This is an optimization exercise on Yosys and OpenROAD, whose aim is small area, a short achievable clock period and few clock cycles per item, not a production implementation.
The RTL was checked by simulation tests, not by an equivalence proof against the original design.

## run.sh

```bash
#!/bin/bash
# synth_recipe.tcl (not shown) runs the flow's synth.tcl, then flattens the netlist and writes it again
# the make line also repeats each setting of config.mk as NAME=value (left out here)
make -C /OpenROAD-flow-scripts/flow DESIGN_CONFIG=/design/flow/config.mk WORK_HOME=/design/flow/orfs CLKGATE_MAP_FILE= SYNTH_SCRIPT=/design/flow/synth_recipe.tcl finish
```

## config.mk

```make
export PLATFORM = sky130hd
export DESIGN_NAME = ts_advance
export DESIGN_NICKNAME = ts_advance
export VERILOG_FILES = /design/flow/design.v
export SDC_FILE = /design/flow/constraint.sdc
export NUM_CORES = 4
export LEC_CHECK = 0
export CAP_MARGIN = 20
export CORE_MARGIN = 2
export CORE_UTILIZATION = 40
export SLEW_MARGIN = 20
```

## constraint.sdc

```tcl
create_clock -name core_clock -period 14.0 [get_ports {clk}]
set_input_delay 2.8000 -clock core_clock [delete_from_list [all_inputs] [get_ports {clk}]]
set_output_delay 2.8000 -clock core_clock [all_outputs]
set_load 0.01 [all_outputs]
```

## design.v

```verilog
module ts_advance (
    input  wire        clk,
    input  wire        rst,
    input  wire        start,
    output wire        in_ready,
    input  wire [31:0] ref_full,
    input  wire [63:0] ref_frac,
    input  wire [63:0] psr,
    input  wire [31:0] spp,
    input  wire [63:0] rate,
    output reg         out_valid,
    output reg  [1:0]  out_status,
    output reg  [31:0] out_full,
    output reg  [63:0] out_frac
);
    localparam [2:0] S_IDLE  = 3'd0,
                     S_MUL   = 3'd1,
                     S_NORM  = 3'd2,
                     S_DIV   = 3'd3,
                     S_RND   = 3'd4,
                     S_FMUL  = 3'd5,
                     S_FNORM = 3'd6,
                     S_ADD   = 3'd7;
    localparam [27:0] PS_MANT = 28'd244140625;        
    localparam [63:0] PS_PER_S = 64'd1000000000000;
    reg [2:0]  state;
    reg [5:0]  cnt;
    reg [31:0] a_full;
    reg [63:0] a_frac;
    reg [63:0] a_psr;
    reg [31:0] a_spp;
    reg [63:0] a_rate;
    reg [95:0]        n_q;        
    reg [52:0]        mr_q;       
    reg signed [12:0] er_q;       
    reg               bad_q;      
    reg               zero_q;     
    reg signed [12:0] e_q;        
    reg [54:0]        rem_q;      
    reg [53:0]        q_q;        
    reg               ovf_q;      
    reg [31:0]        whole_q;    
    reg [52:0]        f_q;        
    reg signed [12:0] k_q;        
    reg [80:0]        x_q;        
    reg [63:0]        ps_q;       
    assign in_ready = (state == S_IDLE);
    function [6:0] lzc53;
        input [52:0] v;
        integer i;
        begin
            lzc53 = 7'd53;
            for (i = 0; i < 53; i = i + 1)
                if (v[i]) lzc53 = 52 - i;
        end
    endfunction
    function [6:0] lzc96;
        input [95:0] v;
        integer i;
        begin
            lzc96 = 7'd96;
            for (i = 0; i < 96; i = i + 1)
                if (v[i]) lzc96 = 95 - i;
        end
    endfunction
    function [6:0] lzc81;
        input [80:0] v;
        integer i;
        begin
            lzc81 = 7'd81;
            for (i = 0; i < 81; i = i + 1)
                if (v[i]) lzc81 = 80 - i;
        end
    endfunction
    wire        r_sign = a_rate[63];
    wire [10:0] r_exp  = a_rate[62:52];
    wire [51:0] r_man  = a_rate[51:0];
    wire        r_bad  = r_sign | (r_exp == 11'h7FF) | ((r_exp == 11'd0) && (r_man == 52'd0));
    wire [6:0]  r_lz   = lzc53({1'b0, r_man});
    wire [52:0] r_sub  = {1'b0, r_man} << r_lz;
    wire [52:0] r_mant = (r_exp != 11'd0) ? {1'b1, r_man} : r_sub;
    wire signed [12:0] r_e = (r_exp != 11'd0) ? ($signed({2'b00, r_exp}) - 13'sd1023)
                                              : (-13'sd1022 - $signed({6'd0, r_lz}));
    wire [6:0]  n_lz   = lzc96(n_q);
    wire [95:0] n_sh   = n_q << n_lz;
    wire [52:0] n_m    = n_sh[95:43];
    wire        n_g    = n_sh[42];
    wire        n_s    = |n_sh[41:0];
    wire        n_up   = n_g & (n_s | n_m[0]);
    wire [53:0] n_r    = {1'b0, n_m} + {53'd0, n_up};
    wire [52:0] mn     = n_r[53] ? n_r[53:1] : n_r[52:0];
    wire signed [12:0] en = $signed({6'd0, 7'd95 - n_lz}) + (n_r[53] ? 13'sd1 : 13'sd0);
    wire        mn_lt  = (mn < mr_q);
    wire signed [12:0] e_div = en - er_q - (mn_lt ? 13'sd1 : 13'sd0);
    wire [54:0] rem0   = mn_lt ? {1'b0, mn, 1'b0} : {2'b00, mn};
    wire        d_ge   = (rem_q >= {2'b00, mr_q});
    wire [54:0] d_sub  = rem_q - {2'b00, mr_q};
    wire [54:0] d_next = d_ge ? {d_sub[53:0], 1'b0} : {rem_q[53:0], 1'b0};
    wire [52:0] q_sig  = q_q[53:1];
    wire        q_g    = q_q[0];
    wire        q_s    = (rem_q != 55'd0);
    wire        q_up   = q_g & (q_s | q_sig[0]);
    wire [53:0] q_r    = {1'b0, q_sig} + {53'd0, q_up};
    wire [52:0] qm     = q_r[53] ? q_r[53:1] : q_r[52:0];
    wire signed [12:0] ef = e_q + (q_r[53] ? 13'sd1 : 13'sd0);
    wire        q_ovf  = (ef > 13'sd1023);
    reg [31:0] rnd_whole;
    reg [52:0] rnd_frac;
    reg [5:0]  rsh;
    reg [52:0] fmask;
    reg [84:0] wide;
    always @(*) begin
        rnd_whole = 32'd0;
        rnd_frac  = 53'd0;
        rsh       = 6'd0;
        fmask     = 53'd0;
        wide      = 85'd0;
        if (ef < 13'sd0) begin
            rnd_whole = 32'd0;
            rnd_frac  = qm;
        end else if (ef <= 13'sd52) begin
            rsh       = 6'd52 - ef[5:0];
            rnd_whole = qm >> rsh;
            fmask     = (53'd1 << rsh) - 53'd1;
            rnd_frac  = qm & fmask;
        end else if (ef < 13'sd84) begin
            wide      = {32'd0, qm} << (ef - 13'sd52);
            rnd_whole = wide[31:0];
            rnd_frac  = 53'd0;
        end else begin
            rnd_whole = 32'd0;
            rnd_frac  = 53'd0;
        end
    end
    wire [6:0]  x_lz   = lzc81(x_q);
    wire [80:0] x_sh   = x_q << x_lz;
    wire [52:0] x_m    = x_sh[80:28];
    wire        x_g    = x_sh[27];
    wire        x_s    = |x_sh[26:0];
    wire        x_up   = x_g & (x_s | x_m[0]);
    wire [53:0] x_r    = {1'b0, x_m} + {53'd0, x_up};
    wire signed [13:0] x_e = $signed({k_q[12], k_q}) + 14'sd28 - $signed({7'd0, x_lz});
    wire signed [13:0] x_rs = -x_e;
    wire [63:0] ps_val = (x_q == 81'd0) ? 64'd0 :
                         (x_rs >= 14'sd54) ? 64'd0 :
                         ({10'd0, x_r} >> x_rs[5:0]);
    wire [63:0] f_sum   = a_frac + ps_q;
    wire        f_carry = (f_sum >= PS_PER_S);
    wire [63:0] f_out   = f_carry ? (f_sum - PS_PER_S) : f_sum;
    wire [31:0] full_out = a_full + whole_q + {31'd0, f_carry};
    always @(posedge clk) begin
        if (rst) begin
            state     <= S_IDLE;
            out_valid <= 1'b0;
            cnt       <= 6'd0;
        end else begin
            out_valid <= 1'b0;
            case (state)
                S_IDLE: begin
                    if (start) begin
                        a_full <= ref_full;
                        a_frac <= ref_frac;
                        a_psr  <= psr;
                        a_spp  <= spp;
                        a_rate <= rate;
                        state  <= S_MUL;
                    end
                end
                S_MUL: begin
                    n_q   <= a_psr * a_spp;
                    mr_q  <= r_mant;
                    er_q  <= r_e;
                    bad_q <= r_bad;
                    state <= S_NORM;
                end
                S_NORM: begin
                    zero_q <= (n_q == 96'd0);
                    e_q    <= e_div;
                    rem_q  <= rem0;
                    q_q    <= 54'd0;
                    cnt    <= 6'd0;
                    state  <= S_DIV;
                end
                S_DIV: begin
                    q_q   <= {q_q[52:0], d_ge};
                    rem_q <= d_next;
                    cnt   <= cnt + 6'd1;
                    if (cnt == 6'd53)
                        state <= S_RND;
                end
                S_RND: begin
                    ovf_q   <= q_ovf & ~zero_q;
                    whole_q <= zero_q ? 32'd0 : rnd_whole;
                    f_q     <= zero_q ? 53'd0 : rnd_frac;
                    k_q     <= ef - 13'sd40;
                    state   <= S_FMUL;
                end
                S_FMUL: begin
                    x_q   <= f_q * PS_MANT;
                    state <= S_FNORM;
                end
                S_FNORM: begin
                    ps_q  <= ps_val;
                    state <= S_ADD;
                end
                S_ADD: begin
                    out_valid  <= 1'b1;
                    out_status <= bad_q ? 2'd1 : (ovf_q ? 2'd2 : 2'd0);
                    out_full   <= full_out;
                    out_frac   <= f_out;
                    state      <= S_IDLE;
                end
                default: state <= S_IDLE;
            endcase
        end
    end
endmodule
```

==> impl_metrics.env <==
export IMPL_r2r_slack_ns=1.36
export IMPL_tightest_slew_ns=1.26
export IMPL_path_class="reg -> reg"
export IMPL_critical_path_required_ns=14.75
export IMPL_cp_end_kind="flip-flop"
export IMPL_grt_max_degree=101
export IMPL_setup_tns_final_ns=0
export IMPL_die_w_um=642
export IMPL_worst_hold_slack_ns=0.502
export IMPL_cts_sinks=883
export IMPL_coreArea_um2=406000
export IMPL_syn_inst=18600
export IMPL_area_growth_pct=8.49
export IMPL_netlist_area_um2=163000
export IMPL_clk_pin_slew_ns=0.06
export IMPL_fin_skew_ns=0.0782
export IMPL_drt_pass1_iter_count=9
export IMPL_wl_per_cell_um=24.9
export IMPL_vias=139000
export IMPL_fmax_mhz=79.1
export IMPL_layout_nets=22100
export IMPL_drt_iter0_markers=13500
export IMPL_antenna_found_initial=24
export IMPL_cp_arrival_ns=13.39
export IMPL_synthArstFlopShare_pct=0
export IMPL_cts_root_buf="clkbuf_16"
export IMPL_status="no timing/DRC/antenna violations"
export IMPL_synth_edf_count=873
export IMPL_netlist_top_cells_area="fa_1 30%, edfxtp_1 16%, ha_1 7.6%, inv_1 7.3%, nand2_1 5.9%"
export IMPL_htreeDepth=3
export IMPL_startpoint_type="flip-flop"
export IMPL_clk_path_buf_depth=4
export IMPL_rows=234
export IMPL_setup_viol=0
export IMPL_io_pins=359
export IMPL_hpwl_um=463000
export IMPL_max_slew_margin_pct=15.1
export IMPL_critPathMaxStageDelay_ns=0.70
export IMPL_drv_cap=0
export IMPL_ys_seq_area_share_pct=16.2
export IMPL_overflow=0
export IMPL_min_path_type="reg -> reg"
export IMPL_crit_top_cell="a21oi_1"
export IMPL_portBuffers=358
export IMPL_placed_area_um2=173000
export IMPL_fin_crit_sh_pct=90.3
export IMPL_post_drt_via_cell_ratio=5.79
export IMPL_fillers=40200
export IMPL_postLayoutCoreUtil_pct=43.6
export IMPL_syn_num_nets=22300
export IMPL_drive_gt1_share_pct=5.32
export IMPL_yosys_warnings=1
export IMPL_synth_area_leader_cell="fa_1"
export IMPL_die_h_um=642
export IMPL_synthFlopType="edfxtp_1"
export IMPL_start_util_pct=40.1
export IMPL_grt_use_total_pct=28.7
export IMPL_netlist_area_leader_share_pct=30.0
export IMPL_rsz0062_at_grt="false"
export IMPL_maxSlewViolCount=0
export IMPL_crit_fanout=32
export IMPL_dieArea_um2=413000
export IMPL_hold_viol=0
export IMPL_design_area_um2=177000
export IMPL_cts_tree="done"
export IMPL_postCtsSetupRepairBufs=0
export IMPL_yosysMostFrequentCell="inv_1"
export IMPL_drt_drc_violations_left=0
export IMPL_postRouteAntennaNets=0
export IMPL_place_congestion=0.982
export IMPL_cts_resized=0
export IMPL_layout_min_cycle_time_ns=12.64
export IMPL_grt_pass1_wl_um=904000
export IMPL_cts_hold_buffers=0
export IMPL_yosys_top_cells_count="3,152 x inv_1, 2,575 x nand2_1, 2,442 x fa_1"
export IMPL_synth_seq_cells=883
export IMPL_clk_latency_ns=0.91
export IMPL_worst_path_max_delay_cell="or2_2"
export IMPL_cts_buffers=113
export IMPL_synth_cell_types=132
export IMPL_first_global_vias=141000
export IMPL_avgSynthCellArea_um2=8.78
export IMPL_routed_wl_um=598000
==> metal layers <==
layer  vias up  GRT usage [%]  share of wire, %  wire length, um
met5         -              0             0.025              148
met4        20           12.4               5.2            30800
met3      1411           4.26               8.3            49900
met2      6794           46.6                46           274000
met1     69300           38.0                41           243000
li1      61200              -                 -                -
==> final cells by class <==
type                       instances  area [um2]  share of cell area, %
inverter                        3164       11900                   6.72
clock buffer                     131        2920                   1.65
timing repair buffer             781        7070                   4.00
sequential                       883       26400                   14.9
tap                             5428        6790                   3.84
multi-input combinational      13500      121000                   68.4
antenna                            6        15.0                0.00849
clock inverter                    69         797                  0.451
==> worst max-delay path: cells and delay by family (launching register included) <==
kind | cells | cell delay (ns)
and+or+nand+nor | 17 | 4.88
AOI/OAI and AO/OA | 23 | 4.83
buffers and inverters | 3 | 1.09
adders and majority gates | 3 | 1.07
DFF | 1 | 0.47
muxes | 1 | 0.16
==> placed cells by master, fill, tap and decap left out, types with 57 or more instances in the layout <==
cell and instances:
o21bai_1 64, xor2_1 192, buf_4 395, mux2_2 87, nand4_1 133, nor4_1 139, nor2_1 1014, edfxtp_1 873
nand2_1 2574, o21a_1 84, inv_1 3151, a21oi_1 816, o31ai_1 80, o211ai_1 156, o22ai_1 113, nor2b_1 92
o2111ai_1 70, and3_1 106, a211oi_1 224, and2_1 570, a21o_1 192, a31oi_1 122, a221oi_1 57, nor3_1 305
nand3_1 400, mux2i_1 397, nand2b_1 91, ha_1 991, clkbuf_16 114, fa_1 2441, a22oi_1 61, clkdlybuf4s50_1 358
xnor2_1 330, o21ai_0 570
==> registers in the layout, indices dropped and copies added (netlist names), 53 cells and up <==
register	flops
x_q	81
a_psr	64
mr_q	53
n_q	96
a_rate	64
f_q	53
q_q	54
rem_q	55
a_frac	64
out_frac	64
ps_q	54
==> worst paths after layout <==
kind,to,cells past startpoint,from
worst min register to register,cnt[4],2,cnt[4]
worst max-delay path,e_q[12],47,n_q[84]
worst max register to register,e_q[12],47,n_q[84]
worst min-delay path,cnt[4],2,cnt[4]
==> kinds of logic after synthesis <==
group	Yosys count	share of synthesized area, %
xor+xnor	533	2.86
buf+inv	4192	9.82
simple gates	5739	16.3
flops	883	16.2
mux	520	3.54
fa+ha+maj	3436	37.6
compound gates	3272	13.6
==> per-stage QoR <==
stage,setup slack (ns),std cells
global placement,1.55,23700
detailed placement,1.70,23800
global route,0.585,24000
CTS,1.68,24000
finish,1.36,24000
floorplan,0.624,18600
Testbench counts, summed over its fixed seeds: cycles 146,408, items 2,400.

==> afterwards: timing with drivers on the ports <==
How much do the figures lean on ideal ports? The routed layout below was timed once more, with nothing changed but the port constraints.
Step 1 sets driving cells, clkbuf_16 on the clock port and buf_2 on the other inputs (assumed; they add their load-dependent delay and slew).
Step 2 also shifts input and output timing later by t, the mid clock arrival at the registers, as if the neighbouring blocks saw the same clock.
a / b / c = no drivers / after step 1 / after step 2; a / b = the first two.
t (ns): 1.008
setup WS [ns]: 1.363 / 1.363 / 1.363
clock arrival spread, ns: 0.110 / 0.110
slew at the worst register clock pin (ns): 0.09 / 0.09
After both steps setup and hold are still met in this run. The setup slack of this run moves by 0.000 ns with the drivers and by 0.000 ns with both steps.
